Context: an optimization exercise on an open-source flow, tuned for a short achievable clock period, few clock cycles and low power. The choices shown serve that exercise and are no tape-out recipe.
Only simulation tests tie the RTL to the original design; equivalence was not proved.
Power figures rest on the tool's default switching activity, not on a simulated workload.

$ cat design/flow/constraint.sdc
create_clock -name core_clock -period 10.0 [get_ports {clk}]
set_input_delay 2.0000 -clock core_clock [delete_from_list [all_inputs] [get_ports {clk}]]
set_output_delay 2.0000 -clock core_clock [all_outputs]
set_load 0.01 [all_outputs]
$ cat design/flow/config.mk
export PLATFORM = sky130hd
export DESIGN_NAME = rast1
export DESIGN_NICKNAME = rast1
export VERILOG_FILES = /design/flow/design.v
export SDC_FILE = /design/flow/constraint.sdc
export NUM_CORES = 4
export LEC_CHECK = 0
export CAP_MARGIN = 20
export CORE_MARGIN = 2
export CORE_UTILIZATION = 40
export PLACE_DENSITY = 0.6
export SLEW_MARGIN = 20
$ cat design/flow/standard.sh
#!/bin/bash
# synth_recipe.tcl (not shown) runs the flow's synth.tcl, then flattens the netlist and writes it again
# the make line also repeats each setting of config.mk as NAME=value (left out here)
make -C /OpenROAD-flow-scripts/flow DESIGN_CONFIG=/design/flow/config.mk WORK_HOME=/design/flow/orfs CLKGATE_MAP_FILE= SYNTH_SCRIPT=/design/flow/synth_recipe.tcl "${@:-finish}"
$ cat design/flow/design.v
module rast1 (
    input             clk,
    input             rst,
    input             host_valid,
    input             host_we,
    input      [2:0]  host_addr,       
    input      [31:0] host_wdata,
    output reg        host_ready,
    output     [31:0] host_rdata,
    output reg        mem_valid,
    output reg        mem_we,
    output     [31:0] mem_addr,
    output reg [7:0]  mem_wdata,
    input             mem_ready,
    input      [7:0]  mem_rdata,
    input             mem_err
);
    localparam S_IDLE  = 3'b001;
    localparam S_SETUP = 3'b010;
    localparam S_RUN   = 3'b100;
    localparam P_BM  = 3'b000;
    localparam P_T1R = 3'b001;
    localparam P_T1W = 3'b011;
    localparam P_T2R = 3'b101;
    localparam P_T2W = 3'b111;
    reg [31:0] fb_base, bm_base, arg0, arg1, cmd;
    reg        st_err;
    reg [2:0]  state;           
    wire       st_idle  = state[0];
    wire       st_setup = state[1];
    reg [31:0] fp;              
    reg [31:0] bp;              
    reg        bsel;            
    reg [6:0]  hj;              
    reg [2:0]  lo_b;            
    reg [2:0]  hi_b;            
    reg [8:0]  rows_left;
    reg [6:0]  bcnt;            
    reg [2:0]  phase;           
    reg [3:0]  p;               
    reg        go;              
    reg [31:0] sreg;            
    reg [23:0] fbq;             
    assign mem_addr   = bsel ? bp : fp;
    assign host_rdata = sreg;
    wire first = phase[0];
    wire t1    = hj[0];
    wire t2    = hj[1];
    function legal;
        input [31:0] c;
        legal = (c[31:8] == 24'd0) &&
                ((c[3:0] <= 4'd4 && c[7:4] == 4'd0) ||
                 (c[3:0] == 4'd5 && c[5:4] != 2'd3) ||
                 (c[3:0] == 4'd6 && c[5:4] != 2'd3 && c[7:6] == 2'd0));
    endfunction
    wire [3:0] w_op    = host_wdata[3:0];
    wire [1:0] w_wsel  = host_wdata[5:4];
    wire       w_legal = legal(host_wdata);
    wire       st_ill  = !legal(cmd);
    wire [1:0] wsel  = cmd[5:4];
    wire       blit  = cmd[2] & (cmd[0] | cmd[1]);         
    wire       andn  = cmd[2] & ~cmd[0];                   
    wire       span_clr = cmd[2] & ~cmd[1] & ~cmd[0];      
    wire [1:0] nm1   = (wsel == 2'd0) ? 2'd0 : (wsel == 2'd1) ? 2'd1 : 2'd3;   
    wire [3:0] nb4   = {2'd0, nm1} + 4'd1;                                     
    wire signed [17:0] x  = {{2{arg0[15]}}, arg0[15:0]};
    wire signed [17:0] x2 = {{2{arg0[31]}}, arg0[31:16]};
    wire signed [17:0] y  = {{2{arg1[15]}}, arg1[15:0]};
    wire signed [17:0] h  = {{2{arg1[31]}}, arg1[31:16]};
    wire x_on = !x[17] && (x < 18'sd640);
    wire y_on = !y[17] && (y < 18'sd400);
    wire               hl_sw  = (x2 < x);
    wire signed [17:0] hl_lo0 = hl_sw ? x2 : x;
    wire signed [17:0] hl_hi0 = hl_sw ? x : x2;
    wire               hl_ok  = y_on && !hl_hi0[17] && (hl_lo0 < 18'sd640);
    wire [9:0]         hl_lo  = hl_lo0[17] ? 10'd0 : hl_lo0[9:0];
    wire [9:0]         hl_hi  = (hl_hi0 > 18'sd639) ? 10'd639 : hl_hi0[9:0];
    wire               rc_ok  = x_on && y_on && (x2 > 18'sd0) && (h > 18'sd0);
    wire signed [17:0] rc_xe  = x + x2 - 18'sd1;
    wire [9:0]         rc_hi  = (rc_xe > 18'sd639) ? 10'd639 : rc_xe[9:0];
    wire signed [17:0] yh1    = y + h - 18'sd1;
    wire               rl_in  = (yh1 < 18'sd399);
    wire [8:0]         rl_a   = y[17] ? yh1[8:0] : (arg1[24:16] - 9'd1);
    wire [8:0]         rl_b   = y[17] ? 9'd399 : (9'd399 - arg1[8:0]);
    wire [8:0]         rl     = rl_in ? rl_a : rl_b;
    wire               bl_yok = (h > 18'sd0) && (y < 18'sd400) && !yh1[17];
    wire               bl_xok = (w_wsel == 2'd0) ? (x > -18'sd8) :
                                (w_wsel == 2'd1) ? (x > -18'sd16) : (x > -18'sd32);
    wire               bl_ok  = bl_yok && bl_xok && (x < 18'sd640);
    wire               bl_in  = (w_wsel == 2'd0) ? (x < 18'sd632) :
                                (w_wsel == 2'd1) ? (x < 18'sd624) : (x < 18'sd608);
    wire [4:0]         bl_m   = {(w_wsel[1] ? x[4] : 1'b0), (w_wsel != 2'd0 ? x[3] : 1'b0), x[2:0]};
    wire [6:0]         bl_j0  = x[17] ? 7'd0 :
                                {x[9:5], (w_wsel[1] ? 1'b0 : x[4]), (w_wsel != 2'd0 ? 1'b0 : x[3])};
    wire [7:0] mk_lo = first ? (8'hFF >> lo_b) : 8'hFF;
    wire [7:0] mk_hi = (bcnt == 7'd0) ? (8'hFF << (3'd7 - hi_b)) : 8'hFF;
    wire [7:0] sp_mk = mk_lo & mk_hi;
    wire [3:0] p_init = t1 ? (4'd0 - {2'd0, hi_b[1:0]}) : (nb4 - {2'd0, hi_b[1:0]});
    wire [3:0] pm1    = p - 4'd1;
    wire       vcur   = !p[3]   && (p[2:0]   <= {1'b0, nm1});
    wire       vprev  = !pm1[3] && (pm1[2:0] <= {1'b0, nm1});
    reg  [7:0] scur, sprev;
    always @(*) begin
        case (p[1:0])
            2'd0: scur = sreg[31:24];
            2'd1: scur = sreg[23:16];
            2'd2: scur = sreg[15:8];
            default: scur = sreg[7:0];
        endcase
        case (pm1[1:0])
            2'd0: sprev = sreg[31:24];
            2'd1: sprev = sreg[23:16];
            2'd2: sprev = sreg[15:8];
            default: sprev = sreg[7:0];
        endcase
        if (!vcur)  scur  = 8'd0;
        if (!vprev) sprev = 8'd0;
    end
    wire [15:0] sfun  = {sprev, scur} >> lo_b;
    wire [7:0] mr     = 8'hFF >> lo_b;
    wire [7:0] s_bl   = sfun[7:0];
    wire [7:0] f_bl   = (vcur ? mr : 8'd0) | (vprev ? ~mr : 8'd0);
    wire [7:0] fbb = (wsel == 2'd0) ? mem_rdata : (wsel == 2'd1) ? fbq[7:0] : fbq[23:16];
    wire [7:0] s_b = blit ? s_bl : (mem_we ? 8'hFF : sp_mk);
    reg  [7:0] merged;
    always @(*) begin
        if (andn)
            merged = fbb & ~s_b;
        else case ({cmd[6], cmd[7]})
            2'b00: merged = fbb | s_b;
            2'b01: merged = fbb ^ s_b;
            2'b10: merged = (fbb & ~f_bl) | s_b;
            default: merged = (fbb & ~f_bl) | (s_b ^ f_bl);
        endcase
    end
    wire [11:0] y5     = {1'b0, arg1[8:0], 2'd0} + {3'd0, arg1[8:0]};
    wire [12:0] fr_lo  = {1'b0, fb_base[15:4]} + {1'b0, y5};
    wire [15:0] fb_up1 = fb_base[31:16] + 16'd1;
    wire [31:0] fp_row = {fr_lo[12] ? fb_up1 : fb_base[31:16], fr_lo[11:0], fb_base[3:0]};
    wire [31:0] fp_pre = arg1[15] ? fb_base : fp_row;
    wire [6:0]  sp_inc = 7'd80 - hj;                           
    wire [3:0]  tot    = (t1 & t2) ? {nb4[2:0], 1'b0} : nb4;
    wire [6:0]  bl_inc = 7'd81 - {3'd0, tot};                  
    wire        c_last = (bcnt[1:0] == nm1);
    reg  [7:0]  fp_inc;
    always @(*) begin
        fp_inc = 8'd1;
        if (st_setup)
            fp_inc = {1'b0, bcnt};
        else if (blit) begin
            if (!phase[1] && c_last)
                fp_inc = -{6'd0, nm1};
            else if (phase[1] && c_last && !(phase == P_T1W && t2))
                fp_inc = {1'b0, bl_inc};
        end else begin
            if (bcnt == 7'd0)
                fp_inc = {1'b0, sp_inc};
        end
    end
    wire [8:0]  fp_lo  = {1'b0, fp[7:0]} + {1'b0, fp_inc};
    wire [23:0] fp_up1 = fp[31:8] + 24'd1;
    wire [23:0] fp_dn1 = fp[31:8] - 24'd1;
    wire [31:0] fp_sum = {(fp_lo[8] & ~fp_inc[7]) ? fp_up1 :
                          (~fp_lo[8] & fp_inc[7]) ? fp_dn1 : fp[31:8], fp_lo[7:0]};
    wire [16:0] skip   = arg1[15] ? (17'd0 - {1'b1, arg1[15:0]}) : 17'd0;
    wire [19:0] bs_lo  = {1'b0, bm_base[18:0]} + {1'b0, bp[18:0]};
    wire [12:0] bm_up1 = bm_base[31:19] + 13'd1;
    wire [31:0] bp_sum = st_setup ? {bs_lo[19] ? bm_up1 : bm_base[31:19], bs_lo[18:0]} : bp + 32'd1;
    wire [18:0] skip_w = (w_wsel == 2'd0) ? {2'd0, skip} :
                         (w_wsel == 2'd1) ? {1'd0, skip, 1'd0} : {skip, 2'd0};
    wire xfer = mem_valid && mem_ready;
    always @(posedge clk) begin
        if (rst) begin
            fb_base    <= 32'd0;
            bm_base    <= 32'd0;
            arg0       <= 32'd0;
            arg1       <= 32'd0;
            cmd        <= 32'd0;
            st_err     <= 1'b0;
            state      <= S_IDLE;
            host_ready <= 1'b0;
            mem_valid  <= 1'b0;
            mem_we     <= 1'b0;
            mem_wdata  <= 8'd0;
            fp         <= 32'd0;
            bp         <= 32'd0;
            bsel       <= 1'b0;
            hj         <= 7'd0;
            lo_b       <= 3'd0;
            hi_b       <= 3'd0;
            rows_left  <= 9'd0;
            bcnt       <= 7'd0;
            phase      <= 3'd0;
            p          <= 4'd0;
            go         <= 1'b0;
            sreg       <= 32'd0;
            fbq        <= 24'd0;
        end else begin
            host_ready <= 1'b0;
            if (st_idle) begin
                fp <= fp_pre;
                rows_left <= rl;
                bp <= {13'd0, skip_w};
                if (host_valid && !host_ready) begin
                    case (host_addr)
                        3'd0: sreg <= fb_base;
                        3'd1: sreg <= bm_base;
                        3'd2: sreg <= arg0;
                        3'd3: sreg <= arg1;
                        3'd4: sreg <= cmd;
                        3'd5: sreg <= {26'd0, st_err, st_ill, 3'd0, st_err | st_ill};
                        3'd6: sreg <= {16'd400, 16'd640};
                        default: sreg <= 32'd0;
                    endcase
                    if (host_we && host_addr == 3'd4) begin
                        cmd    <= host_wdata;
                        st_err <= 1'b0;
                        go     <= 1'b0;
                        if (w_legal)
                            state <= S_SETUP;
                        else
                            host_ready <= 1'b1;
                        case (w_op)
                            4'd1: begin
                                bcnt <= x[9:3];  lo_b <= x[2:0];
                                hj   <= x[9:3];  hi_b <= x[2:0];
                                rows_left <= 9'd0;
                                go <= x_on && y_on;
                            end
                            4'd2: begin
                                bcnt <= hl_lo[9:3];  lo_b <= hl_lo[2:0];
                                hj   <= hl_hi[9:3];  hi_b <= hl_hi[2:0];
                                rows_left <= 9'd0;
                                go <= hl_ok;
                            end
                            4'd3, 4'd4: begin
                                bcnt <= x[9:3];      lo_b <= x[2:0];
                                hj   <= rc_hi[9:3];  hi_b <= rc_hi[2:0];
                                rows_left <= rows_left;
                                go <= rc_ok;
                            end
                            4'd5, 4'd6: begin
                                bcnt <= bl_j0;
                                lo_b <= x[2:0];
                                hi_b <= {1'b0, bl_m[4:3]};
                                hj   <= {5'd0, (bl_m != 5'd0) && bl_in, !x[17]};
                                rows_left <= rows_left;
                                go <= bl_ok;
                            end
                            default: ;
                        endcase
                    end else begin
                        if (host_we) begin
                            case (host_addr)
                                3'd0: fb_base <= host_wdata;
                                3'd1: bm_base <= host_wdata;
                                3'd2: arg0    <= host_wdata;
                                3'd3: arg1    <= host_wdata;
                                default: ;
                            endcase
                        end
                        host_ready <= 1'b1;
                    end
                end
            end else if (st_setup) begin
                fp        <= fp_sum;
                bp        <= bp_sum;
                p         <= p_init;
                mem_valid <= go;
                state     <= go ? S_RUN : S_IDLE;
                host_ready <= !go;
                if (blit) begin
                    bcnt   <= 7'd0;
                    phase  <= P_BM;
                    bsel   <= 1'b1;
                    mem_we <= 1'b0;
                end else begin
                    bcnt   <= hj - bcnt;
                    hj     <= hj - bcnt;
                    phase  <= 3'd1;                   
                    bsel   <= 1'b0;
                    mem_we <= (lo_b == 3'd0) && (hj != bcnt || hi_b == 3'd7);
                    mem_wdata <= span_clr ? 8'h00 : 8'hFF;
                end
            end else begin     
                if (xfer) begin
                    if (mem_err) begin
                        mem_valid  <= 1'b0;
                        st_err     <= 1'b1;
                        host_ready <= 1'b1;
                        state      <= S_IDLE;
                    end else if (!blit) begin
                        mem_wdata <= merged;
                        if (!mem_we) begin
                            mem_we <= 1'b1;
                        end else if (bcnt != 7'd0) begin
                            fp     <= fp_sum;
                            bcnt   <= bcnt - 7'd1;
                            phase  <= 3'd0;
                            mem_we <= !(bcnt == 7'd1 && hi_b != 3'd7);
                        end else if (rows_left != 9'd0) begin
                            fp        <= fp_sum;
                            bcnt      <= hj;
                            phase     <= 3'd1;
                            rows_left <= rows_left - 9'd1;
                            mem_we    <= (lo_b == 3'd0) && (hj != 7'd0 || hi_b == 3'd7);
                        end else begin
                            mem_valid  <= 1'b0;
                            host_ready <= 1'b1;
                            state      <= S_IDLE;
                        end
                    end else begin
                        if (phase[0])
                            fbq <= {fbq[15:0], mem_rdata};
                        if (!phase[0]) begin
                            case (bcnt[1:0])
                                2'd0: sreg[31:24] <= mem_rdata;
                                2'd1: sreg[23:16] <= mem_rdata;
                                2'd2: sreg[15:8]  <= mem_rdata;
                                default: sreg[7:0] <= mem_rdata;
                            endcase
                            bp <= bp_sum;
                            if (c_last) begin
                                bcnt  <= 7'd0;
                                phase <= t1 ? P_T1R : P_T2R;
                                bsel  <= 1'b0;
                            end else begin
                                bcnt  <= bcnt + 7'd1;
                            end
                        end else if (!phase[1]) begin
                            fp <= fp_sum;
                            if (c_last) begin
                                bcnt      <= 7'd0;
                                phase[1]  <= 1'b1;
                                mem_we    <= 1'b1;
                                mem_wdata <= merged;
                                p         <= p + 4'd1;
                            end else begin
                                bcnt  <= bcnt + 7'd1;
                            end
                        end else begin
                            if (!c_last) begin
                                fp        <= fp_sum;
                                bcnt      <= bcnt + 7'd1;
                                mem_wdata <= merged;
                                p         <= p + 4'd1;
                            end else begin
                                bcnt <= 7'd0;
                                if (phase == P_T1W && t2) begin
                                    fp     <= fp_sum;
                                    phase  <= P_T2R;
                                    mem_we <= 1'b0;
                                end else if (rows_left != 9'd0) begin
                                    fp        <= fp_sum;
                                    rows_left <= rows_left - 9'd1;
                                    phase     <= P_BM;
                                    bsel      <= 1'b1;
                                    mem_we    <= 1'b0;
                                    p         <= p_init;
                                end else begin
                                    mem_valid  <= 1'b0;
                                    host_ready <= 1'b1;
                                    state      <= S_IDLE;
                                end
                            end
                        end
                    end
                end
            end
        end
    end
endmodule
$ cat design/flow/flow/run.sh
#!/bin/bash
# The standard layout with two changes to how it is made:
# - clock tree synthesis adds no dummy loads (cells hung on clock nets only to
#   balance them) and clusters the flip-flops under clkbuf_16 leaf buffers;
# - timing repair aims for 6.5 ns of setup slack instead of 0.
# The SDC, the die and every other step are the standard flow's.
# Each tool's output goes to the ORFS logs and to standard.log here.
set -euo pipefail
export CTS_ARGS="-sink_clustering_enable -repair_clock_nets -dont_use_dummy_load -buf_list {sky130_fd_sc_hd__clkbuf_16} -sink_clustering_size 15 -sink_clustering_max_diameter 80"
bash standard.sh SETUP_SLACK_MARGIN=6.5 finish > standard.log 2>&1
==> results of run 1 <==
-- worst max-delay path by stage --
stage,from,end,depth (start not counted),slack (ps)
global placement,host_addr[2],phase[1],12,4120
global route,cmd[5],fp[24],21,5960
floorplan,cmd[5],fp[31],23,6220
CTS,bsel,mem_addr[2],5,6150
detailed placement,host_addr[2],phase[1],12,4070
finish,cmd[5],fp[28],18,6040
-- logic make-up (layout without fill, tap and decap cells) --
logic type,Yosys count,in the layout,share of synthesized area
compound gates,1120,1121,0.264
mux,142,142,0.0667
xor+xnor,141,141,0.0465
fa+ha+maj,193,193,0.0948
buf+inv,453,645,0.0647
flops,332,332,0.250
other cells,0,1,0
simple gates,1260,1262,0.213
-- per-layer routing --
layer / vias to the layer above / GRT usage / routed length, µm / share of wire
li1: 13504 / - / - / -
met1: 14258 / 0.462 / 49200 / 0.41
met2: 1794 / 0.502 / 50900 / 0.42
met3: 331 / 0.0583 / 13300 / 0.11
met4: 6 / 0.141 / 6330 / 0.053
met5: - / 0 / 65 / 0.00054
-- worst max-delay path, delay by kind of cell (launching register included) --
family | cells | cell delay, ps
AND/OR/NAND/NOR | 5 | 1120
adder cells (fa/ha/maj) | 1 | 350
XOR/XNOR | 1 | 130
AO/OA/AOI/OAI | 10 | 1770
buffers and inverters | 1 | 140
flip-flops | 1 | 360
-- layout make-up --
class / instances / area, µm² / share of cell area
inverter: 221 / 882 / 0.0259
tap: 864 / 1080 / 0.0318
clock buffer: 29 / 726 / 0.0213
sequential: 332 / 6870 / 0.202
multi-input combinational: 2859 / 20500 / 0.604
antenna: 1 / 2.50 / 0.0000735
timing repair buffer: 395 / 3920 / 0.115
-- flip-flops by register name, summed over array words and instances (netlist names) --
name and count:
bsel 1, hi_b 3, st_err 1, host_ready 1, mem_we 1, state 2, hj 7, rows_left 9
p 4, lo_b 3, fb_base 32, fp 32, bm_base 32, phase 3, arg1 32, arg0 32
sreg 32, bp 32, mem_valid 1, mem_wdata 8, fbq 24, bcnt 7, cmd 32, go 1
-- timing repair --
action | in CTS | in global routing
buffers inserted | 159 | 54
pin swaps | 136 | 87
endpoints found under the setup margin | 363 | 184
cloned | 14 | 1
resized for setup | 705 | 168
-- power by group through the flow --
stage / sequential, mW / combinational [mW] / clock (mW)
2_1_floorplan: 1.40 / 0.296 / 0
3_3_place_gp: 1.41 / 0.453 / 0
3_5_place_dp: 1.41 / 0.452 / 0
4_1_cts: 1.37 / 0.534 / 1.04
5_1_grt: 1.37 / 0.626 / 1.09
6_report: 1.37 / 0.596 / 1.05
-- per-stage QoR --
step / instances / power [mW]
after detailed placement: 4443 / 1.86
after global routing: 4701 / 3.08
after global placement: 4442 / 1.86
final: 4701 / 3.01
after floorplan: 3641 / 1.69
after CTS: 4645 / 2.95
-- placed cells by master (no fill, tap or decap), drive strengths merged, types with 39 or more instances in the layout --
cell / netlist / layout
nand3: 83 / 84
xor2: 39 / 39
dfxtp: 332 / 332
mux2: 40 / 40
a21oi: 424 / 424
nor4: 42 / 42
dlygate4sd2: 0 / 40
mux2i: 78 / 78
ha: 179 / 179
nand4: 49 / 49
o21ai: 234 / 234
a31oi: 44 / 44
xnor2: 102 / 102
nor2: 239 / 239
inv: 218 / 213
o211ai: 50 / 50
nand2: 604 / 605
buf: 24 / 305
nor3: 82 / 82
==> out/metrics.yaml, run 1 <==
cp-end-kind: "flop"
setup_violations: 0
dieArea_um2: 68500
reg2reg_depth: 18
arrival_ps: 4460
hold_path.class: "flop to flop"
drc: 0
tightest_slew_ps: 965
synth_edf_count: 0
ys_types: 87
r2r-end: "fp[28]"
netlist_instances: 3641
layout-drive-gt1-share: 0.224
p_seq_frac: 0.454
ys_top_cells_by_area: "dfxtp_1 25%, nand2_1 8.5%, ha_1 8.4%"
p_clk_frac: 0.348
run_status: "finished clean"
rsz0062_at_grt: "true"
wl_per_cell_um: 25.5
p_comb_frac: 0.198
dpl_cell_area_um2: 28800
core-area_um2: 65700
place.gp.congestion: 1.01
finalCritPeriodShare: 0.396
nNetsFinal: 4080
drv_cap: 0
syn_to_final_growth_pct: 28.0
vias: 29893
overflow: 0
crit_chain: "buf_12 -> nor3b_4 -> o21ai_4 -> nand2_2 -> nand2_2 -> o21ai_4 -> a21oi_1 -> o31ai_2 -> ha_1 -> o21ai_2 -> a21boi_2 -> o21ai_4 -> a21o_4 -> nand4_1 -> or4_1 -> a21oi_2 -> xnor2_1 -> o22ai_1"
synthFlopType: "dfxtp_1"
slowest_delay_ps: 480
worst_path_max_delay_cell: "or4_1"
yosysWarningCount: 1
async_flop_share: 0
via_per_inst: 6.36
cts_root_buf: "clkbuf_16"
synth-seq-cells: 332
vdd_drop_max_mv: 0.151
leakagePower_nw: 12.8
swShare: 0.310
slew_headroom: 0.354
die_y_um: 262
fin_worst_hold_slack_ps: 455
skew_ps: 70.6
cts_made_buffers: 29
cts_num_sinks: 332
hold_violations: 0
numPortBuffers: 123
fmax_mhz: 252
htreeDepth: 1
initial_core_util: 0.404
track_usage: 0.332
hpwlAfterDp_mm: 82.5
grt_first_pass_wirelength_mm: 173
hold_end: "fbq[17]"
place_ws_ps: 4070
p_int_mw: 2.08
first_iter_violations: 3996
fillCellCount: 6316
synth_nets: 3883
cts_tree: "done"
path_clk_slew_ps: 70
synth_common_cells: "603 x nand2_1, 424 x a21oi_1, 332 x dfxtp_1, 239 x nor2_1, 225 x o21ai_0"
synth_area_um2: 26600
antenna_found_initial: 4
rows: 94
worstPathMaxFanout: 6
tns_ps: 0
fin_area_um2: 34000
cp_data_required_time_ps: 10500
firstDrtPassIters: 9
start_kind: "flop"
synth.avg_cell_area_um2: 7.30
hold_start: "fbq[9]"
drt-total-wl_mm: 120
cts_max_path_buffers: 3
netlist.top_cell.by_area: "dfxtp_1"
postCtsHoldBufs: 0
period_needed_ps: 3960
grt_max_degree: 166
crit_top_cell: "o21ai_4"
final_core_util: 0.518
rrSetupSlack_ps: 6040
ant_nets: 0
insertion_delay_ps: 630
grt_pass1_vias: 26479
worstHoldPathCells: 2
regToRegStartpoint: "cmd[5]"
worst_slack_ps: 6040
slew_violations: 0
seq_area_frac_synth: 0.250
pwr_density_cell_nw_per_um2: 88.5
critPathKind: "flop to flop"
io-pin-count: 124
p_sw_mw: 0.934
fp.dieW_um: 262
synth_top_area_frac: 0.250
synth.most_common_cell: "nand2_1"
Testbench counts, summed over its fixed seeds: cycles 175,830.
==> inputs of run 2 (changes only) <==
==> design/flow/run.sh (new file) <==
#!/bin/bash
# synth_recipe.tcl (not shown) runs the flow's synth.tcl, then flattens the netlist and writes it again
# the make line also repeats each setting of config.mk as NAME=value (left out here)
make -C /OpenROAD-flow-scripts/flow DESIGN_CONFIG=/design/flow/config.mk WORK_HOME=/design/flow/orfs CLKGATE_MAP_FILE= SYNTH_SCRIPT=/design/flow/synth_recipe.tcl finish
--- a/design/flow/config.mk
+++ b/design/flow/config.mk
@@ -9,4 +9,8 @@
 export CORE_MARGIN = 2
 export CORE_UTILIZATION = 40
+export CTS_BUF_LIST = sky130_fd_sc_hd__clkbuf_16
+export CTS_CLUSTER_DIAMETER = 80
+export CTS_CLUSTER_SIZE = 15
 export PLACE_DENSITY = 0.6
+export SETUP_SLACK_MARGIN = 5
 export SLEW_MARGIN = 20
removed: design/flow/flow/run.sh
removed: design/flow/standard.sh
==> out/metrics.yaml, run 2 <==
grt_pass1_vias: 24985
drc: 0
rows: 94
fin_area_um2: 29500
tns_ps: 0
numPortBuffers: 123
skew_ps: 18.5
leakagePower_nw: 10.7
async_flop_share: 0
firstDrtPassIters: 8
final_common_cell: "nand2_1"
slowest_delay_ps: 770
path_clk_slew_ps: 70
cts_tree: "done"
synthFlopType: "dfxtp_1"
routed-wl-met3_mm: 10.2
io-pin-count: 124
die_y_um: 262
dr.max_layer_used: "met4"
htreeDepth: 1
antenna_found_initial: 4
run_status: "finished clean"
nNetsFinal: 3860
grt_first_pass_wirelength_mm: 163
vdd_drop_max_mv: 0.153
fillCellCount: 6809
cts_made_buffers: 31
worstPathMaxFanout: 58
hold_violations: 0
worst_path_max_delay_cell: "dfxtp_4"
seqCellArea_um2: 6660
period_needed_ps: 4800
initial_core_util: 0.404
setup_violations: 0
fp.dieW_um: 262
reg2reg_depth: 12
via_per_inst: 6.24
syn_to_final_growth_pct: 10.9
critPathKind: "flop to flop"
netlist.top_cell.by_area: "dfxtp_1"
synth-seq-cells: 332
wl_per_cell_um: 24.4
fin_worst_hold_slack_ps: 455
dpl_cell_area_um2: 28400
core-area_um2: 65700
place.gp.congestion: 1.03
synth_nets: 3883
pwr_density_cell_nw_per_um2: 103
cts_root_buf: "clkbuf_16"
met2_wirelength_mm: 47.7
slew_headroom: 0.222
netlist_instances: 3641
cp_data_required_time_ps: 10570
rsz0062_at_grt: "true"
drv_cap: 0
synth.most_common_cell: "nand2_1"
fmax_mhz: 208
ant_nets: 0
rrSetupSlack_ps: 5200
hold_end: "fbq[13]"
track_usage: 0.309
routedLengthMet1_mm: 47.5
place_ws_ps: 4460
layout_common_cells: "603 x nand2_1, 423 x a21oi_1, 326 x dfxtp_1"
cts_setup_buffers: 0
first_iter_violations: 3904
hold_path.class: "flop to flop"
dieArea_um2: 68500
ys_top_cells_by_area: "dfxtp_1 25%, nand2_1 8.5%, ha_1 8.4%"
worstHoldPathCells: 2
finalCritPeriodShare: 0.480
synth_area_um2: 26600
seq_area_frac_synth: 0.250
grt_max_degree: 96
cts_num_sinks: 332
insertion_delay_ps: 620
r2r-end: "fp[26]"
finalPower_mw: 3.04
hold_start: "fbq[13]"
tightest_slew_ps: 1150
multi_input_area_um2: 18300
ys_types: 87
synth_common_cells: "603 x nand2_1, 424 x a21oi_1, 332 x dfxtp_1, 239 x nor2_1, 225 x o21ai_0"
drt-total-wl_mm: 110
synth.avg_cell_area_um2: 7.30
hpwlAfterDp_mm: 83.3
slew_violations: 0
arrival_ps: 5370
crit_chain: "buf_4 -> nor2_1 -> nand4_1 -> inv_1 -> ha_1 -> nor3_1 -> a21o_4 -> nand3_1 -> or3_1 -> a2111o_1 -> o21ai_0 -> a211o_1"
worst_slack_ps: 5200
regToRegStartpoint: "state[1]"
overflow: 0
cp-end-kind: "flop"
start_kind: "flop"
synth_top_area_frac: 0.250
cts_max_path_buffers: 3
layout-drive-gt1-share: 0.0619
vias: 28074
yosysWarningCount: 1
synth_edf_count: 0
## run 2: cell counts after synthesis
Identical to the previous run, type by type.
## run 2: final cells by class
| class | instances | area share |
|---|---|---|
| clock inverter | 19 | 0.00556 |
| sequential | 332 | 0.226 |
| clock buffer | 31 | 0.0263 |
| tap | 864 | 0.0367 |
| multi-input combinational | 2856 | 0.622 |
| timing repair buffer | 176 | 0.0551 |
| inverter | 221 | 0.0281 |
| antenna | 3 | 0.000255 |
## run 2: metal layers
metal,track usage,vias up
li1,-,13048
met1,0.443,13311
met2,0.474,1493
met3,0.0402,222
met4,0.111,0
met5,0,-
## run 2: how the worst max path moves through the flow
stage,start,end,slack (ps),cells past startpoint
floorplan,cmd[0],fp[31],5600,20
global placement,mem_ready,fp[12],4290,10
detailed placement,mem_ready,fp[23],4460,10
CTS,bcnt[1],fp[27],5010,18
global route,state[1],fp[28],4970,12
finish,state[1],fp[26],5200,12
## run 2: logic make-up (layout without fill, tap and decap cells)
group	Yosys count	count (layout)	share of synthesized area
compound gates	1120	1120	0.264
flops	332	332	0.250
fa+ha+maj	193	193	0.0948
simple gates	1260	1260	0.213
xor+xnor	141	141	0.0465
buf+inv	453	447	0.0647
mux	142	142	0.0667
other cells	0	3	0
## run 2: repair_timing
action	in CTS	in global routing
gates cloned	0	0
gates resized for setup	12	17
hold buffers	0	0
endpoints found under the setup margin	24	28
## run 2: critical path: cells and delay by family, from the launching register on
family / cells / cell delay (ps)
adders and majority gates: 1 / 280
AOI/OAI and AO/OA: 4 / 880
buffers and inverters: 2 / 870
DFF: 1 / 770
and+or+nand+nor: 5 / 1870
## run 2: per-stage QoR
step,instances,util
floorplan,3641,-
global placement,4448,0.432
detailed placement,4449,0.433
CTS,4499,0.448
global route,4502,0.449
finish,4502,0.449
## run 2: report_power, final
group	switching, mW	internal, mW	total (mW)	leakage, nW
Sequential	0.0364	1.34	1.38	2.69
Clock	0.600	0.594	1.19	0.453
Combinational	0.298	0.165	0.463	7.54
Total	0.934	2.10	3.04	10.7
==> inputs of run 3 (changes only) <==
--- a/design/flow/design.v
+++ b/design/flow/design.v
@@ -8,5 +8,5 @@
     output reg        host_ready,
     output     [31:0] host_rdata,
-    output reg        mem_valid,
+    output            mem_valid,
     output reg        mem_we,
     output     [31:0] mem_addr,
@@ -29,4 +29,5 @@
     wire       st_idle  = state[0];
     wire       st_setup = state[1];
+    assign     mem_valid = state[2];    
     reg [31:0] fp;              
     reg [31:0] bp;              
@@ -39,5 +40,4 @@
     reg [2:0]  phase;           
     reg [3:0]  p;               
-    reg        go;              
     reg [31:0] sreg;            
     reg [23:0] fbq;             
@@ -88,4 +88,16 @@
                                 (w_wsel == 2'd1) ? (x > -18'sd16) : (x > -18'sd32);
     wire               bl_ok  = bl_yok && bl_xok && (x < 18'sd640);
+    wire               c_xok  = (wsel == 2'd0) ? (x > -18'sd8) :
+                                (wsel == 2'd1) ? (x > -18'sd16) : (x > -18'sd32);
+    reg                go;      
+    always @(*) begin
+        case (cmd[3:0])
+            4'd1:       go = x_on && y_on;
+            4'd2:       go = hl_ok;
+            4'd3, 4'd4: go = rc_ok;
+            4'd5, 4'd6: go = bl_yok && c_xok && (x < 18'sd640);
+            default:    go = 1'b0;
+        endcase
+    end
     wire               bl_in  = (w_wsel == 2'd0) ? (x < 18'sd632) :
                                 (w_wsel == 2'd1) ? (x < 18'sd624) : (x < 18'sd608);
@@ -139,28 +151,20 @@
     wire [31:0] fp_row = {fr_lo[12] ? fb_up1 : fb_base[31:16], fr_lo[11:0], fb_base[3:0]};
     wire [31:0] fp_pre = arg1[15] ? fb_base : fp_row;
-    wire [6:0]  sp_inc = 7'd80 - hj;                           
-    wire [3:0]  tot    = (t1 & t2) ? {nb4[2:0], 1'b0} : nb4;
-    wire [6:0]  bl_inc = 7'd81 - {3'd0, tot};                  
+    wire [6:0]  sp_inc = hj;                                   
+    wire [6:0]  bl_inc = (t1 & t2) ? ((wsel == 2'd0) ? 7'd79 : (wsel == 2'd1) ? 7'd77 : 7'd73)
+                                   : ((wsel == 2'd0) ? 7'd80 : (wsel == 2'd1) ? 7'd79 : 7'd77);
     wire        c_last = (bcnt[1:0] == nm1);
-    reg  [7:0]  fp_inc;
-    always @(*) begin
-        fp_inc = 8'd1;
-        if (st_setup)
-            fp_inc = {1'b0, bcnt};
-        else if (blit) begin
-            if (!phase[1] && c_last)
-                fp_inc = -{6'd0, nm1};
-            else if (phase[1] && c_last && !(phase == P_T1W && t2))
-                fp_inc = {1'b0, bl_inc};
-        end else begin
-            if (bcnt == 7'd0)
-                fp_inc = {1'b0, sp_inc};
-        end
-    end
-    wire [8:0]  fp_lo  = {1'b0, fp[7:0]} + {1'b0, fp_inc};
+    wire [7:0]  fp_jmp = st_setup ? {1'b0, bcnt} :
+                         !blit    ? {1'b0, sp_inc} :
+                         phase[1] ? {1'b0, bl_inc} : -{6'd0, nm1};
+    wire        use_jmp = st_setup ||
+                          (blit ? (c_last && !(phase == P_T1W && t2)) : (bcnt == 7'd0));
+    wire [8:0]  fj_lo  = {1'b0, fp[7:0]} + {1'b0, fp_jmp};
     wire [23:0] fp_up1 = fp[31:8] + 24'd1;
     wire [23:0] fp_dn1 = fp[31:8] - 24'd1;
-    wire [31:0] fp_sum = {(fp_lo[8] & ~fp_inc[7]) ? fp_up1 :
-                          (~fp_lo[8] & fp_inc[7]) ? fp_dn1 : fp[31:8], fp_lo[7:0]};
+    wire [31:0] fp_j   = {(fj_lo[8] & ~fp_jmp[7]) ? fp_up1 :
+                          (~fj_lo[8] & fp_jmp[7]) ? fp_dn1 : fp[31:8], fj_lo[7:0]};
+    wire [31:0] fp_1   = fp + 32'd1;
+    wire [31:0] fp_sum = use_jmp ? fp_j : fp_1;
     wire [16:0] skip   = arg1[15] ? (17'd0 - {1'b1, arg1[15:0]}) : 17'd0;
     wire [19:0] bs_lo  = {1'b0, bm_base[18:0]} + {1'b0, bp[18:0]};
@@ -169,5 +173,5 @@
     wire [18:0] skip_w = (w_wsel == 2'd0) ? {2'd0, skip} :
                          (w_wsel == 2'd1) ? {1'd0, skip, 1'd0} : {skip, 2'd0};
-    wire xfer = mem_valid && mem_ready;
+    wire xfer = mem_ready;     
     always @(posedge clk) begin
         if (rst) begin
@@ -180,5 +184,4 @@
             state      <= S_IDLE;
             host_ready <= 1'b0;
-            mem_valid  <= 1'b0;
             mem_we     <= 1'b0;
             mem_wdata  <= 8'd0;
@@ -193,5 +196,4 @@
             phase      <= 3'd0;
             p          <= 4'd0;
-            go         <= 1'b0;
             sreg       <= 32'd0;
             fbq        <= 24'd0;
@@ -216,5 +218,4 @@
                         cmd    <= host_wdata;
                         st_err <= 1'b0;
-                        go     <= 1'b0;
                         if (w_legal)
                             state <= S_SETUP;
@@ -226,5 +227,4 @@
                                 hj   <= x[9:3];  hi_b <= x[2:0];
                                 rows_left <= 9'd0;
-                                go <= x_on && y_on;
                             end
                             4'd2: begin
@@ -232,5 +232,4 @@
                                 hj   <= hl_hi[9:3];  hi_b <= hl_hi[2:0];
                                 rows_left <= 9'd0;
-                                go <= hl_ok;
                             end
                             4'd3, 4'd4: begin
@@ -238,5 +237,4 @@
                                 hj   <= rc_hi[9:3];  hi_b <= rc_hi[2:0];
                                 rows_left <= rows_left;
-                                go <= rc_ok;
                             end
                             4'd5, 4'd6: begin
@@ -246,5 +244,4 @@
                                 hj   <= {5'd0, (bl_m != 5'd0) && bl_in, !x[17]};
                                 rows_left <= rows_left;
-                                go <= bl_ok;
                             end
                             default: ;
@@ -267,5 +264,4 @@
                 bp        <= bp_sum;
                 p         <= p_init;
-                mem_valid <= go;
                 state     <= go ? S_RUN : S_IDLE;
                 host_ready <= !go;
@@ -277,5 +273,5 @@
                 end else begin
                     bcnt   <= hj - bcnt;
-                    hj     <= hj - bcnt;
+                    hj     <= 7'd80 - hj + bcnt;      
                     phase  <= 3'd1;                   
                     bsel   <= 1'b0;
@@ -286,6 +282,5 @@
                 if (xfer) begin
                     if (mem_err) begin
-                        mem_valid  <= 1'b0;
-                        st_err     <= 1'b1;
+                                    st_err     <= 1'b1;
                         host_ready <= 1'b1;
                         state      <= S_IDLE;
@@ -301,11 +296,10 @@
                         end else if (rows_left != 9'd0) begin
                             fp        <= fp_sum;
-                            bcnt      <= hj;
+                            bcnt      <= 7'd80 - hj;
                             phase     <= 3'd1;
                             rows_left <= rows_left - 9'd1;
-                            mem_we    <= (lo_b == 3'd0) && (hj != 7'd0 || hi_b == 3'd7);
+                            mem_we    <= (lo_b == 3'd0) && (hj != 7'd80 || hi_b == 3'd7);
                         end else begin
-                            mem_valid  <= 1'b0;
-                            host_ready <= 1'b1;
+                                            host_ready <= 1'b1;
                             state      <= S_IDLE;
                         end
@@ -359,6 +353,5 @@
                                     p         <= p_init;
                                 end else begin
-                                    mem_valid  <= 1'b0;
-                                    host_ready <= 1'b1;
+                                                            host_ready <= 1'b1;
                                     state      <= S_IDLE;
                                 end
==> design/flow/flow/run.sh (new file) <==
#!/bin/bash
# The standard layout with two changes to how it is made:
# - clock tree synthesis adds no dummy loads (cells hung on clock nets only to
#   balance them) and clusters the flip-flops under clkbuf_16 leaf buffers, at most 18 each;
# - timing repair aims for 6.5 ns of setup slack instead of 0.
# The SDC, the die and every other step are the standard flow's.
# Each tool's output goes to the ORFS logs and to standard.log here.
set -euo pipefail
export CTS_ARGS="-sink_clustering_enable -repair_clock_nets -dont_use_dummy_load -buf_list {sky130_fd_sc_hd__clkbuf_16} -sink_clustering_size 18 -sink_clustering_max_diameter 80"
bash standard.sh SETUP_SLACK_MARGIN=6.5 finish > standard.log 2>&1
==> design/flow/standard.sh (new file) <==
#!/bin/bash
# synth_recipe.tcl (not shown) runs the flow's synth.tcl, then flattens the netlist and writes it again
# the make line also repeats each setting of config.mk as NAME=value (left out here)
make -C /OpenROAD-flow-scripts/flow DESIGN_CONFIG=/design/flow/config.mk WORK_HOME=/design/flow/orfs CLKGATE_MAP_FILE= SYNTH_SCRIPT=/design/flow/synth_recipe.tcl "${@:-finish}"
==> design/flow/config.mk (replaced) <==
export PLATFORM = sky130hd
export DESIGN_NAME = rast1
export DESIGN_NICKNAME = rast1
export VERILOG_FILES = /design/flow/design.v
export SDC_FILE = /design/flow/constraint.sdc
export NUM_CORES = 4
export LEC_CHECK = 0
export CAP_MARGIN = 20
export CORE_MARGIN = 2
export CORE_UTILIZATION = 45
export PLACE_DENSITY = 0.62
export SLEW_MARGIN = 20
removed: design/flow/run.sh
==> out/metrics.yaml, run 3 <==
period_needed_ps: 3750
syn_to_final_growth_pct: 23.9
synthFlopType: "dfxtp_1"
arrival_ps: 1750
cts_root_buf: "clkbuf_16"
reg2reg_depth: 21
run_status: "finished clean"
multi_input_area_um2: 20500
async_flop_share: 0
fin_area_um2: 33400
vdd_drop_max_mv: 0.126
setup_violations: 0
place_ws_ps: 4910
nNetsFinal: 4159
synth.most_common_cell: "nand2_1"
path_clk_slew_ps: 70
synth-seq-cells: 331
fin_worst_hold_slack_ps: 455
finalCritPeriodShare: 0.375
ys_types: 90
slew_headroom: 0.222
drt-total-wl_mm: 120
start_kind: "flop"
pwr_density_cell_nw_per_um2: 89.3
final_common_cell: "nand2_1"
hold_start: "fbq[12]"
cp_data_required_time_ps: 8000
ant_nets: 0
rsz0062_at_grt: "true"
synth_nets: 4007
synth_edf_count: 0
netlist.top_cell.by_area: "dfxtp_1"
layout-drive-gt1-share: 0.192
grt_pass1_vias: 26930
synth_common_cells: "684 x nand2_1, 417 x a21oi_1, 331 x dfxtp_1, 280 x nor2_1, 215 x clkbuf_1"
worstHoldPathCells: 2
ys_top_cells_by_area: "dfxtp_1 25%, nand2_1 9.5%, ha_1 8.6%"
fillCellCount: 5630
wl_per_cell_um: 25.7
numPortBuffers: 123
synth_area_um2: 27000
seqCellArea_um2: 6840
drv_cap: 0
netlist_instances: 3759
dpl_cell_area_um2: 28800
cts_made_buffers: 29
die_y_um: 249
synth_top_area_frac: 0.246
hold_path.class: "flop to flop"
postCtsHoldBufs: 0
fp.dieW_um: 249
antenna_found_initial: 0
r2r-end: "fp[14]"
rrSetupSlack_ps: 6270
worst_slack_ps: 6250
cp-end-kind: "primary output"
tightest_slew_ps: 1170
hold_end: "fbq[20]"
final_core_util: 0.565
regToRegStartpoint: "hj[0]"
core-area_um2: 59100
cts_max_path_buffers: 3
hold_violations: 0
io-pin-count: 124
insertion_delay_ps: 620
grt_first_pass_wirelength_mm: 176
vias: 30131
dieArea_um2: 61900
cts_num_sinks: 331
skew_ps: 45.8
worstPathMaxFanout: 7
rows: 89
leakagePower_nw: 12.8
htreeDepth: 1
yosysWarningCount: 1
tns_ps: 0
firstDrtPassIters: 9
cts_tree: "done"
slew_violations: 0
synth.avg_cell_area_um2: 7.17
track_usage: 0.368
startpoint: "bsel"
via_per_inst: 6.44
place.gp.congestion: 1.01
overflow: 0
seq_area_frac_synth: 0.246
initial_core_util: 0.456
first_iter_violations: 4031
critPathKind: "flop to primary output"
diodes: 0
drc: 0
fmax_mhz: 266
hpwlAfterDp_mm: 85.5
layout_common_cells: "665 x nand2_1, 383 x a21oi_1, 261 x nor2_1"
grt_max_degree: 219
## run 3: changes by cell type after synthesis, sizes merged, moves of 13 or more
cell / change
and3: +13
o21ai: -27
a31oi: -15
nor2: +42
nand2: +81
inv: -16
o211ai: -18
nand3: +34
nand4: -20
xor2: +17
a311oi: +33
## run 3: cell type report
type / instances / share of cell area
sequential: 331 / 0.205
clock buffer: 29 / 0.0217
inverter: 207 / 0.0239
multi-input combinational: 2987 / 0.614
timing repair buffer: 355 / 0.106
tap: 773 / 0.0290
## run 3: cells by family after synthesis
family / Yosys count / synth area share
flops: 331 / 0.246
compound gates: 1051 / 0.246
fa+ha+maj: 200 / 0.0966
xor+xnor: 164 / 0.0536
mux: 121 / 0.0533
simple gates: 1448 / 0.242
buf+inv: 444 / 0.0629
## run 3: how the worst max path moves through the flow
stage / endpoint / slack [ps]
after CTS: mem_addr[5] / 6240
after floorplan: fp[29] / 6260
after global routing: rows_left[7] / 6120
after global placement: bcnt[4] / 4920
after detailed placement: bcnt[3] / 4910
final: mem_addr[5] / 6250
## run 3: critical path: stages (launching register included)
cell and delay [ps]:
dfxtp_4 440, buf_12 160, buf_8 120, mux2_4 320, buf_6 130
## run 3: per-layer routing
metal | track usage | share of wire | vias to the layer above
li1 | - | - | 13670
met1 | 0.506 | 0.41 | 14255
met5 | 0 | 0 | -
met4 | 0.191 | 0.067 | 0
met2 | 0.545 | 0.42 | 1796
met3 | 0.0720 | 0.11 | 410
## run 3: metrics by stage
stage / cells / power, mW
final: 4682 / 2.98
after global routing: 4682 / 3.07
after CTS: 4615 / 2.92
after detailed placement: 4456 / 1.86
after global placement: 4456 / 1.86
after floorplan: 3759 / 1.69
## run 3: repair_timing
action                                 CTS  global route
pin swaps                              110            94
resized for setup                      678           163
setup endpoints to repair              291           217
endpoints found under the hold margin    0             0
gates cloned                             9             4
setup buffers                          121            63
## run 3: report_power, final
part	leakage (nW)	internal [mW]	switching, mW
Clock	0.357	0.506	0.524
Combinational	9.75	0.230	0.342
Sequential	2.73	1.33	0.0457
Total	12.8	2.07	0.913
Testbench counts of run 3, summed over its fixed seeds: cycles 175,830.
==> inputs of run 4 (changes only) <==
==> design/flow/flow/run.sh (replaced) <==
#!/bin/bash
# The standard layout with two changes to how it is made:
# - clock tree synthesis adds no dummy loads (cells hung on clock nets only to
#   balance them) and clusters the flip-flops under clkbuf_16 leaf buffers, at most 15 each;
# - timing repair aims for 7 ns of setup slack instead of 0.
# The SDC, the die and every other step are the standard flow's.
# Each tool's output goes to the ORFS logs and to standard.log here.
set -euo pipefail
export CTS_ARGS="-sink_clustering_enable -repair_clock_nets -dont_use_dummy_load -buf_list {sky130_fd_sc_hd__clkbuf_16} -sink_clustering_size 15 -sink_clustering_max_diameter 80"
bash standard.sh SETUP_SLACK_MARGIN=7 finish > standard.log 2>&1
==> out/metrics.yaml, run 4 <==
overflow: 0
synth_fa_ha_area_frac: 0.0966
fin_area_um2: 37300
synth-seq-cells: 331
core-area_um2: 59100
numPortBuffers: 123
synthFlopType: "dfxtp_1"
cts_tree: "done"
die_y_um: 249
use_met1: 0.485
netlist_instances: 3759
fp.dieW_um: 249
io-pin-count: 124
vias: 31367
slew_violations: 0
post-place-cells: 4457
tns_ps: 0
vdd_drop_max_mv: 0.126
met3_usage: 0.0648
async_flop_share: 0
netlist.top_cell.by_area: "dfxtp_1"
fillCellCount: 5113
cp_data_required_time_ps: 8000
worstPathMaxFanout: 4
slowest_delay_ps: 360
wl_per_cell_um: 26.4
place.gp.congestion: 1.01
worst_path_max_delay_cell: "dfxtp_4"
first_iter_violations: 4146
synth.most_common_cell: "nand2_1"
cts_root_buf: "clkbuf_16"
synth_compound_area_frac: 0.246
synth_top_area_frac: 0.246
insertion_delay_ps: 610
htreeDepth: 1
tightest_slew_ps: 1060
hpwlAfterDp_mm: 81.8
synth_edf_count: 0
crit_top_cell: "buf_12"
dpl_cell_area_um2: 29200
synth_nets: 4007
setup_violations: 0
synth_common_cells: "684 x nand2_1, 417 x a21oi_1, 331 x dfxtp_1, 280 x nor2_1, 215 x clkbuf_1"
ant_nets: 0
synth.avg_cell_area_um2: 7.17
final_common_cell: "nand2_1"
layout-drive-gt1-share: 0.323
hold_path.class: "flop to flop"
start_kind: "flop"
via_per_inst: 6.48
synth_top_family_by_area: "compound AO/OA/AOI/OAI gates"
rows: 89
fmax_mhz: 261
yosysWarningCount: 1
cts_made_buffers: 30
critPathKind: "flop to primary output"
initial_core_util: 0.456
syn_to_final_growth_pct: 38.3
dieArea_um2: 61900
synth-xor-area-share: 0.0536
stdcell_count: 4841
rsz0062_at_grt: "true"
synth_mux_area_frac: 0.0533
synth_area_um2: 27000
leakagePower_nw: 14.3
arrival_ps: 1830
grt_pass1_vias: 28061
antenna_found_initial: 2
nNetsFinal: 4315
grt_first_pass_wirelength_mm: 180
drc: 0
cts_max_path_buffers: 3
finalCritPeriodShare: 0.383
pwr_density_cell_nw_per_um2: 84.1
cp-end-kind: "primary output"
slew_headroom: 0.294
layout_common_cells: "576 x nand2_1, 317 x a21oi_1, 250 x nor2_1"
path_clk_slew_ps: 70
period_needed_ps: 3830
hold_violations: 0
synth-simple-area-share: 0.242
ys_types: 90
crit_chain: "buf_12 -> buf_12 -> clkbuf_16 -> mux2_4 -> buf_6"
cts_num_sinks: 331
grt_max_degree: 194
ys_top_cells_by_area: "dfxtp_1 25%, nand2_1 9.5%, ha_1 8.6%"
grt_busiest_layer: "met2"
drv_cap: 0
firstDrtPassIters: 9
met2_usage: 0.586
run_status: "finished clean"
seq_area_frac_synth: 0.246
track_usage: 0.376
skew_ps: 45.5
drt-total-wl_mm: 128
[run 4: cell counts after synthesis]
Identical to the previous run, type by type.
[run 4: logic make-up (layout without fill, tap and decap cells)]
family | count (synthesis) | in the layout
other | 0 | 3
adders and majority gates | 200 | 200
AOI/OAI and AO/OA | 1051 | 1056
DFF | 331 | 331
muxes | 121 | 121
xor gates and xnor gates | 164 | 164
and+or+nand+nor | 1448 | 1456
buffers and inverters | 444 | 737
[run 4: metal layers]
layer / up-vias / share of wire / wire [µm]
met2: 1955 / 0.43 / 54900
met5: - / 0.0011 / 136
met1: 14821 / 0.38 / 49000
met3: 544 / 0.11 / 13400
met4: 4 / 0.079 / 10100
li1: 14043 / - / -
[run 4: metrics by stage]
stage | setup slack, ps | power [mW] | utilization | hold WS, ps
3_5_place_dp | 4930 | 1.87 | 0.494 | 446
5_1_grt | 6120 | 3.22 | 0.631 | 470
6_report | 6170 | 3.14 | 0.631 | 453
2_1_floorplan | 6260 | 1.72 | - | 432
4_1_cts | 6190 | 3.02 | 0.577 | 455
3_3_place_gp | 4970 | 1.87 | 0.494 | 438
[run 4: final timing paths]
check	start	end	slack (ps)	cells after the start
setup / recovery	bsel	mem_addr[3]	6170	5
hold / removal	fbq[15]	fbq[23]	450	2
setup reg to reg	arg1[18]	rows_left[0]	6250	16
hold reg to reg	fbq[15]	fbq[23]	450	2
[run 4: what timing repair did]
action / 4_1_cts / 5_1_grt
pin swaps: 172 / 331
hold buffers: 0 / 0
resized for setup: 1084 / 548
setup buffers: 213 / 100
endpoints found under the setup margin: 406 / 335
endpoints found under the hold margin: 0 / 0
cloned: 22 / 16
[run 4: cell type report]
class                      instances  area, µm²  share of cell area
inverter                         207        861              0.0231
tap                              773        967              0.0259
clock buffer                      30        751              0.0201
timing repair buffer             500       5300               0.142
sequential                       331       6910               0.185
antenna                            3       7.51            0.000201
multi-input combinational       2997      22500               0.603
[run 4: worst max-delay path, delay by kind of cell (launching register included)]
family	cells	cell delay, ps
multiplexers	1	320
flip-flops	1	360
buffers and inverters	4	550
[run 4: power breakdown]
part | switching (mW) | internal (mW) | total, mW
logic | 0.403 | 0.300 | 0.703
clock network | 0.540 | 0.523 | 1.06
registers | 0.0387 | 1.33 | 1.37
total | 0.982 | 2.15 | 3.14
==> inputs of run 5 (changes only) <==
--- a/design/flow/design.v
+++ b/design/flow/design.v
@@ -32,5 +32,4 @@
     reg [31:0] fp;              
     reg [31:0] bp;              
-    reg        bsel;            
     reg [6:0]  hj;              
     reg [2:0]  lo_b;            
@@ -39,12 +38,12 @@
     reg [6:0]  bcnt;            
     reg [2:0]  phase;           
-    reg [3:0]  p;               
     reg [31:0] sreg;            
     reg [23:0] fbq;             
-    assign mem_addr   = bsel ? bp : fp;
+    assign mem_addr   = fp;
     assign host_rdata = sreg;
     wire first = phase[0];
     wire t1    = hj[0];
     wire t2    = hj[1];
+    wire [3:0] p = hj[5:2];    
     function legal;
         input [31:0] c;
@@ -79,13 +78,13 @@
     wire signed [17:0] rc_xe  = x + x2 - 18'sd1;
     wire [9:0]         rc_hi  = (rc_xe > 18'sd639) ? 10'd639 : rc_xe[9:0];
-    wire signed [17:0] yh1    = y + h - 18'sd1;
-    wire               rl_in  = (yh1 < 18'sd399);
-    wire [8:0]         rl_a   = y[17] ? yh1[8:0] : (arg1[24:16] - 9'd1);
+    wire signed [17:0] yh_n   = y + h;
+    wire signed [17:0] yh     = fbq[17:0];
+    wire               rl_in  = (yh < 18'sd400);
+    wire [8:0]         rl_a   = y[17] ? (yh[8:0] - 9'd1) : (arg1[24:16] - 9'd1);
     wire [8:0]         rl_b   = y[17] ? 9'd399 : (9'd399 - arg1[8:0]);
     wire [8:0]         rl     = rl_in ? rl_a : rl_b;
-    wire               bl_yok = (h > 18'sd0) && (y < 18'sd400) && !yh1[17];
+    wire               bl_yok = (h > 18'sd0) && (y < 18'sd400) && !yh[17] && (yh != 18'sd0);
     wire               bl_xok = (w_wsel == 2'd0) ? (x > -18'sd8) :
                                 (w_wsel == 2'd1) ? (x > -18'sd16) : (x > -18'sd32);
-    wire               bl_ok  = bl_yok && bl_xok && (x < 18'sd640);
     wire               c_xok  = (wsel == 2'd0) ? (x > -18'sd8) :
                                 (wsel == 2'd1) ? (x > -18'sd16) : (x > -18'sd32);
@@ -170,5 +169,5 @@
     wire [19:0] bs_lo  = {1'b0, bm_base[18:0]} + {1'b0, bp[18:0]};
     wire [12:0] bm_up1 = bm_base[31:19] + 13'd1;
-    wire [31:0] bp_sum = st_setup ? {bs_lo[19] ? bm_up1 : bm_base[31:19], bs_lo[18:0]} : bp + 32'd1;
+    wire [31:0] bm_1st = {bs_lo[19] ? bm_up1 : bm_base[31:19], bs_lo[18:0]};
     wire [18:0] skip_w = (w_wsel == 2'd0) ? {2'd0, skip} :
                          (w_wsel == 2'd1) ? {1'd0, skip, 1'd0} : {skip, 2'd0};
@@ -188,5 +187,4 @@
             fp         <= 32'd0;
             bp         <= 32'd0;
-            bsel       <= 1'b0;
             hj         <= 7'd0;
             lo_b       <= 3'd0;
@@ -195,5 +193,4 @@
             bcnt       <= 7'd0;
             phase      <= 3'd0;
-            p          <= 4'd0;
             sreg       <= 32'd0;
             fbq        <= 24'd0;
@@ -203,4 +200,5 @@
                 fp <= fp_pre;
                 rows_left <= rl;
+                fbq[17:0] <= yh_n;
                 bp <= {13'd0, skip_w};
                 if (host_valid && !host_ready) begin
@@ -236,5 +234,4 @@
                                 bcnt <= x[9:3];      lo_b <= x[2:0];
                                 hj   <= rc_hi[9:3];  hi_b <= rc_hi[2:0];
-                                rows_left <= rows_left;
                             end
                             4'd5, 4'd6: begin
@@ -243,5 +240,4 @@
                                 hi_b <= {1'b0, bl_m[4:3]};
                                 hj   <= {5'd0, (bl_m != 5'd0) && bl_in, !x[17]};
-                                rows_left <= rows_left;
                             end
                             default: ;
@@ -261,7 +257,4 @@
                 end
             end else if (st_setup) begin
-                fp        <= fp_sum;
-                bp        <= bp_sum;
-                p         <= p_init;
                 state     <= go ? S_RUN : S_IDLE;
                 host_ready <= !go;
@@ -269,5 +262,7 @@
                     bcnt   <= 7'd0;
                     phase  <= P_BM;
-                    bsel   <= 1'b1;
+                    hj[5:2] <= p_init;
+                    fp     <= bm_1st;                 
+                    bp     <= fp_j;                   
                     mem_we <= 1'b0;
                 end else begin
@@ -275,5 +270,5 @@
                     hj     <= 7'd80 - hj + bcnt;      
                     phase  <= 3'd1;                   
-                    bsel   <= 1'b0;
+                    fp     <= fp_j;                   
                     mem_we <= (lo_b == 3'd0) && (hj != bcnt || hi_b == 3'd7);
                     mem_wdata <= span_clr ? 8'h00 : 8'hFF;
@@ -314,11 +309,12 @@
                                 default: sreg[7:0] <= mem_rdata;
                             endcase
-                            bp <= bp_sum;
                             if (c_last) begin
                                 bcnt  <= 7'd0;
                                 phase <= t1 ? P_T1R : P_T2R;
-                                bsel  <= 1'b0;
+                                fp    <= bp;              
+                                bp    <= fp_1;            
                             end else begin
                                 bcnt  <= bcnt + 7'd1;
+                                fp    <= fp_1;
                             end
                         end else if (!phase[1]) begin
@@ -329,5 +325,5 @@
                                 mem_we    <= 1'b1;
                                 mem_wdata <= merged;
-                                p         <= p + 4'd1;
+                                hj[5:2]   <= p + 4'd1;
                             end else begin
                                 bcnt  <= bcnt + 7'd1;
@@ -338,5 +334,5 @@
                                 bcnt      <= bcnt + 7'd1;
                                 mem_wdata <= merged;
-                                p         <= p + 4'd1;
+                                hj[5:2]   <= p + 4'd1;
                             end else begin
                                 bcnt <= 7'd0;
@@ -346,10 +342,10 @@
                                     mem_we <= 1'b0;
                                 end else if (rows_left != 9'd0) begin
-                                    fp        <= fp_sum;
+                                    fp        <= bp;          
+                                    bp        <= fp_j;        
                                     rows_left <= rows_left - 9'd1;
                                     phase     <= P_BM;
-                                    bsel      <= 1'b1;
                                     mem_we    <= 1'b0;
-                                    p         <= p_init;
+                                    hj[5:2]   <= p_init;
                                 end else begin
                                                             host_ready <= 1'b1;
--- a/design/flow/config.mk
+++ b/design/flow/config.mk
@@ -8,5 +8,5 @@
 export CAP_MARGIN = 20
 export CORE_MARGIN = 2
-export CORE_UTILIZATION = 45
-export PLACE_DENSITY = 0.62
+export CORE_UTILIZATION = 40
+export PLACE_DENSITY = 0.6
 export SLEW_MARGIN = 20
==> out/metrics.yaml, run 5 <==
seq_area_frac_synth: 0.240
cp_data_required_time_ps: 10450
cp_top_family: "compound AO/OA/AOI/OAI gates"
worst_path_max_delay_cell: "fa_2"
postCtsHoldBufs: 0
yosysWarningCount: 1
vdd_drop_max_mv: 0.106
crit_path_end: "fp[23]"
hpwlAfterDp_mm: 88.9
synth_top_area_frac: 0.240
tightest_slew_ps: 1120
ant_nets: 0
rsz0062_at_grt: "true"
fmax_mhz: 257
layout-drive-gt1-share: 0.300
cts_made_buffers: 34
slew_headroom: 0.254
worst_slack_ps: 6100
cts_num_sinks: 326
dieArea_um2: 70200
synth.avg_cell_area_um2: 7.29
cp.depth: 19
finalCritPeriodShare: 0.390
synthFlopType: "dfxtp_1"
crit_chain: "o21ai_4 -> buf_12 -> nor3b_4 -> o31ai_4 -> ha_2 -> inv_2 -> fa_2 -> nor2b_4 -> o2111ai_2 -> buf_4 -> buf_6 -> nand3_4 -> nand3_4 -> nor2_4 -> buf_4 -> a21oi_2 -> xnor2_1 -> a221oi_1 -> a211oi_1"
worstHoldPathCells: 2
critical_path_buf_inv_count: 5
grt_max_degree: 187
final_common_cell: "nand2_1"
r2r-end: "fp[23]"
run_status: "finished clean"
rrSetupSlack_ps: 6100
drt-total-wl_mm: 140
async_flop_share: 0
synth.most_common_cell: "nand2_1"
overflow: 0
hold_start: "cmd[16]"
nNetsFinal: 4280
arrival_ps: 4350
rows: 95
fin_worst_hold_slack_ps: 475
slew_violations: 0
first_iter_violations: 4968
firstDrtPassIters: 10
tns_ps: 0
fp.dieW_um: 265
synth_area_um2: 27200
synth_edf_count: 0
period_needed_ps: 3900
layout_common_cells: "574 x nand2_1, 319 x a21oi_1, 281 x nor2_1"
vias: 32728
die_y_um: 265
stdcell_count: 4922
skew_ps: 68.7
p_int_mw: 2.18
cp-end-kind: "flop"
startpoint: "cmd[1]"
synth-seq-cells: 326
hold_violations: 0
numPortBuffers: 123
cts_root_buf: "clkbuf_16"
start_kind: "flop"
cts_tree: "done"
fillCellCount: 6050
antenna_found_initial: 2
netlist_instances: 3735
slowest_delay_ps: 390
p_seq_frac: 0.426
reg2reg_depth: 19
critPathKind: "flop to flop"
drv_cap: 0
setup_violations: 0
ys_types: 102
ys_top_cells_by_area: "dfxtp_1 24%, nand2_1 8.2%, ha_1 7.7%"
cts_max_path_buffers: 3
final_core_util: 0.556
via_per_inst: 6.65
track_usage: 0.370
p_sw_mw: 0.974
netlist.top_cell.by_area: "dfxtp_1"
p_comb_frac: 0.205
worstPathMaxFanout: 7
core-area_um2: 67300
leakagePower_nw: 13.9
syn_to_final_growth_pct: 37.4
pwr_density_cell_nw_per_um2: 84.3
wl_per_cell_um: 28.4
grt_first_pass_wirelength_mm: 197
io-pin-count: 124
synth_common_cells: "597 x nand2_1, 374 x a21oi_1, 326 x dfxtp_1, 309 x nor2_1, 215 x o21ai_0"
htreeDepth: 2
insertion_delay_ps: 600
path_clk_slew_ps: 60
post-place-cells: 4507
swShare: 0.309
place_ws_ps: 4590
initial_core_util: 0.405
regToRegStartpoint: "cmd[1]"
place.gp.congestion: 0.996
synth_nets: 3965
drc: 0
p_clk_frac: 0.369
hold_path.class: "flop to flop"
grt_pass1_vias: 29027
==> run 5: cell types whose count changed in the layout (fill, tap and decap cells not counted), sizes merged, moves of 18 or more <==
cell,delta
a31oi,+35
a311oi,-27
a22oi,+18
mux2,-21
buf,+23
nand2,-89
a21oi,-44
nor2,+27
ha,-18
a211oi,+33
nand3,-22
mux2i,+36
inv,-44
==> run 5: tightest hold or removal path, cell delays in order, from the launching register on <==
cell and delay (ps):
dfxtp_1 320, nand2_1 60, a21oi_1 50
==> run 5: layout make-up <==
type / count / area (µm²) / share of cell area
Tap cell: 873 / 1090 / 0.0292
Timing Repair Buffer: 537 / 5640 / 0.151
Sequential cell: 326 / 6920 / 0.185
Inverter: 157 / 629 / 0.0168
Multi-Input combinational cell: 2993 / 22300 / 0.595
Clock buffer: 34 / 851 / 0.0227
Timing Repair inverter: 1 / 8.76 / 0.000234
Antenna cell: 1 / 2.50 / 0.0000669
==> run 5: repair_timing <==
action,4_1_cts,5_1_grt
setup buffers,257,86
pin swaps,167,210
gates cloned,28,9
setup endpoints to repair,401,291
gates resized for setup,1103,312
==> run 5: cells by family after synthesis <==
kind of cell | count (synthesis) | share of synthesized area
AOI/OAI and AO/OA | 1159 | 0.276
buffers and inverters | 430 | 0.0642
adders and majority gates | 182 | 0.0874
and+or+nand+nor | 1324 | 0.217
xor gates and xnor gates | 176 | 0.0569
DFF | 326 | 0.240
muxes | 138 | 0.0589
==> run 5: power by group through the flow <==
| stage | clock, mW | combinational (mW) | sequential (mW) |
|---|---|---|---|
| after detailed placement | 0 | 0.411 | 1.39 |
| final | 1.16 | 0.647 | 1.34 |
| after global placement | 0 | 0.410 | 1.39 |
| after floorplan | 0 | 0.281 | 1.37 |
| after global routing | 1.21 | 0.671 | 1.34 |
| after CTS | 1.16 | 0.558 | 1.34 |
==> run 5: worst min path at each step <==
stage	endpoint	slack, ps
finish	cmd[16]	470
global route	cmd[16]	490
CTS	bp[22]	460
detailed placement	bp[22]	450
global placement	bp[22]	440
floorplan	bp[22]	430
==> run 5: through the flow <==
stage	cell area (µm²)	power [mW]
floorplan	28600	1.65
global placement	29400	1.80
detailed placement	29500	1.80
CTS	35100	3.06
global route	37400	3.22
finish	37400	3.15
==> run 5: routing by layer <==
metal  GRT usage  share of wire
met1       0.506           0.39
met2       0.538           0.41
met3      0.0880           0.13
met4       0.192          0.069
met5           0        0.00019
Testbench counts of run 5, summed over its fixed seeds: cycles 175,830.

## port drivers added, routing unchanged
In the flow no input, the clock included, has a driving cell. The finished layouts below were timed again as built, in two steps.
Step 1 sets driving cells, clkbuf_16 on the clock port and buf_2 on the other inputs (assumed; they add their load-dependent delay and slew).
Step 2, shift: input delay + t, output delay - t, t = (earliest + latest rising clock arrival at the registers) / 2. This alone moves slack from input paths to output paths.
Slacks: ideal / step 1 / step 2; pairs: ideal / step 1.
| run | t, ns | setup WS [ns] | hold WS [ns] | clock arrival spread, ns | cell pins on the clock port's net |
|---|---|---|---|---|---|
| run 1 | 0.668 | 6.036 / 6.036 / 5.694 | 0.455 / 0.455 / 0.455 | 0.071 / 0.071 | 1 |
| run 2 | 0.673 | 5.199 / 5.199 / 4.561 | 0.455 / 0.455 / 0.455 | 0.019 / 0.019 | 1 |
| run 3 | 0.657 | 6.246 / 6.182 / 5.745 | 0.455 / 0.455 / 0.455 | 0.047 / 0.047 | 1 |
| run 4 | 0.658 | 6.171 / 6.098 / 5.727 | 0.453 / 0.453 / 0.453 | 0.045 / 0.046 | 1 |
| run 5 | 0.623 | 6.102 / 6.102 / 5.907 | 0.475 / 0.475 / 0.475 | 0.085 / 0.086 | 1 |
After both steps every run listed still meets setup and hold. For run 2, which loses most, drivers alone change the setup slack by 0.000 ns; drivers and shift together by -0.638 ns.
